Context: an optimization exercise on an open-source flow, tuned for small area, a short achievable clock period and few clock cycles per item. The choices shown serve that exercise and are no tape-out recipe.
The RTL was checked by simulation tests, not by an equivalence proof against the original design.
No activity file was given, so power comes from the tool's default toggle rates.

## v13
## spsws_cal
module spsws_cal (
    input  wire        clk,
    input  wire        rst,           
    input  wire        start,         
    output wire        ready,
    input  wire [31:0] f0_eff,        
    input  wire [31:0] fh_eff,        
    input  wire [31:0] fl_eff,        
    input  wire [31:0] symbol_us,     
    input  wire [31:0] ramp_us,       
    input  wire [7:0]  pwr_min,       
    input  wire [7:0]  pwr_max,       
    output reg         done,          
    output reg  [2:0]  fail_check,    
    output wire [31:0] shift_dur,
    output wire [31:0] idle,
    output wire [31:0] t1,
    output wire [31:0] t2,
    output wire [31:0] t3,
    output wire [31:0] t4,
    output wire [31:0] period,
    output wire [31:0] edge_step,
    output wire [31:0] bit_step
);
    localparam [18:0] DWELL_NUM = 19'd500000;
    localparam [1:0] S_IDLE = 2'd0,
                     S_DIV  = 2'd1,
                     S_POST = 2'd2;
    reg [1:0] state;
    wire st_idle = (state == S_IDLE);
    wire st_div  = (state == S_DIV);
    wire st_post = (state == S_POST);
    assign ready = st_idle;
    reg [18:0] o_sd;
    reg [31:0] o_t2, o_t3, o_r, o_per, o_es, o_bs;
    wire [31:0] o_t1 = o_t2 - o_r;
    wire [31:0] o_t4 = o_t3 + o_r;
    assign shift_dur = {13'd0, o_sd};
    assign idle      = o_t1;
    assign t1        = o_t1;
    assign t2        = o_t2;
    assign t3        = o_t3;
    assign t4        = o_t4;
    assign period    = o_per;
    assign edge_step = o_es;
    assign bit_step  = o_bs;
    localparam [2:0] SLOW_CYCLES = 3'd7;
    localparam [18:0] SLOW_REM0  = 19'd3906;       
    function [2:0] dw_cycles(input [11:0] d);
        begin
            if      (d[11])           dw_cycles = 3'd2;
            else if (d[10:7] != 4'd0) dw_cycles = 3'd3;
            else if (d[6:3]  != 4'd0) dw_cycles = 3'd4;
            else                      dw_cycles = 3'd5;
        end
    endfunction
    function [18:0] dw_rem0(input [2:0] c);
        begin
            case (c)
                3'd1:    dw_rem0 = 19'd31250;
                3'd2:    dw_rem0 = 19'd1953;
                3'd3:    dw_rem0 = 19'd122;
                3'd4:    dw_rem0 = 19'd7;
                default: dw_rem0 = 19'd0;
            endcase
        end
    endfunction
  ...
clock: 10.0 ns
lec_check: 0
cap_margin: 20
core_margin: 2
core_utilization: 60
cts_buf_list: sky130_fd_sc_hd__clkbuf_4 sky130_fd_sc_hd__clkbuf_8
setup_slack_margin: 3.5
slew_margin: 20
run.sh (not shown) runs the stock make flow with config.mk's settings and CLKGATE_MAP_FILE= SYNTH_SCRIPT=/design/flow/synth_recipe.tcl, a recipe that flattens the netlist after the stock synthesis.
Every stage of the flow completed for v13, and the final layout passed the timing, DRC and antenna checks.
Testbench counts of v13, summed over its fixed seeds: cycles 11,982, items 2,400.
## Diff of input files: v37 against v13
-- flow/config.mk --
<<< v13, line 8
export CAP_MARGIN = 20
>>> v37, line 8
export CAP_MARGIN = 5
<<< v13, line 10
export CORE_UTILIZATION = 60
export CTS_BUF_LIST = sky130_fd_sc_hd__clkbuf_4 sky130_fd_sc_hd__clkbuf_8
export SETUP_SLACK_MARGIN = 3.5
export SLEW_MARGIN = 20
>>> v37, line 10
export CORE_UTILIZATION = 40
export SETUP_SLACK_MARGIN = 3
export SLEW_MARGIN = 5
### Flow results
Combinational power in v37 is 3.7% below v13. v37: flow completed, timing, DRC and antenna clean. | cell-internal power | v37 vs v13 | 26 uW higher |. Taking v13 as the reference, in v37 total power now sits lower, die area shows an increase of 49%, number of CTS-inserted buffers moved down, placeable core area went up 50%.
The inputs of v23 differ from those of v37 as listed below.
-- flow/config.mk --
<<< v37, line 8
export CAP_MARGIN = 5
>>> v23, line 8
export CAP_MARGIN = 20
<<< v37, line 12
export SLEW_MARGIN = 5
>>> v23, line 12
export SLEW_MARGIN = 20
[summary]
From v23 to v37, routed via count did not move at all.
Reported for v23 and v37, final area turned out identical to the last digit.
Buffer and inverter count on the worst path: v37 vs v23 identical
v37 and v23 ended up with roughly the same synthesized cell count.
v37 -> v23: share of synthesized flip-flops with an asynchronous set or reset delta 0, exact match
Post-route minimum period: v23 vs v37 identical
Re count of placed standard cells in the final layout, fillers left out: no difference whatsoever between v23 and v37.

static timing again, ports no longer ideal:
How much do the figures lean on ideal ports? The routed layouts below were timed once more, with nothing changed but the port constraints.
Step 1, drivers: a clkbuf_16 drives clk and a buf_2 each remaining input, both assumed.
Step 2 adds t to the input delays and takes it off the output delays; t is the mean of the earliest and latest rising clock arrival at the registers after step 1. Input paths then give back, and output paths get back, about the clock's delay inside the block.
a / b / c = ideal ports / drivers / drivers and shift; a / b = the first two.
run | t (ns) | slack for setup (ns) | worst hold slack (ns) | worst setup path at the end | latest minus earliest clock arrival (ns)
v13 | 0.883 | 3.649 / 3.577 / 2.926 | 0.454 / 0.454 / 0.454 | input to register | 0.087 / 0.087
v37 | 0.738 | 3.226 / 3.223 / 2.782 | 0.455 / 0.455 / 0.455 | input to register | 0.061 / 0.061
v23 | 0.738 | 3.226 / 3.223 / 2.782 | 0.455 / 0.455 / 0.455 | input to register | 0.061 / 0.061
After both steps setup and hold are still met in every run listed. The setup slack of v13, which loses most, moves by -0.072 ns with the drivers and by -0.723 ns with both steps.
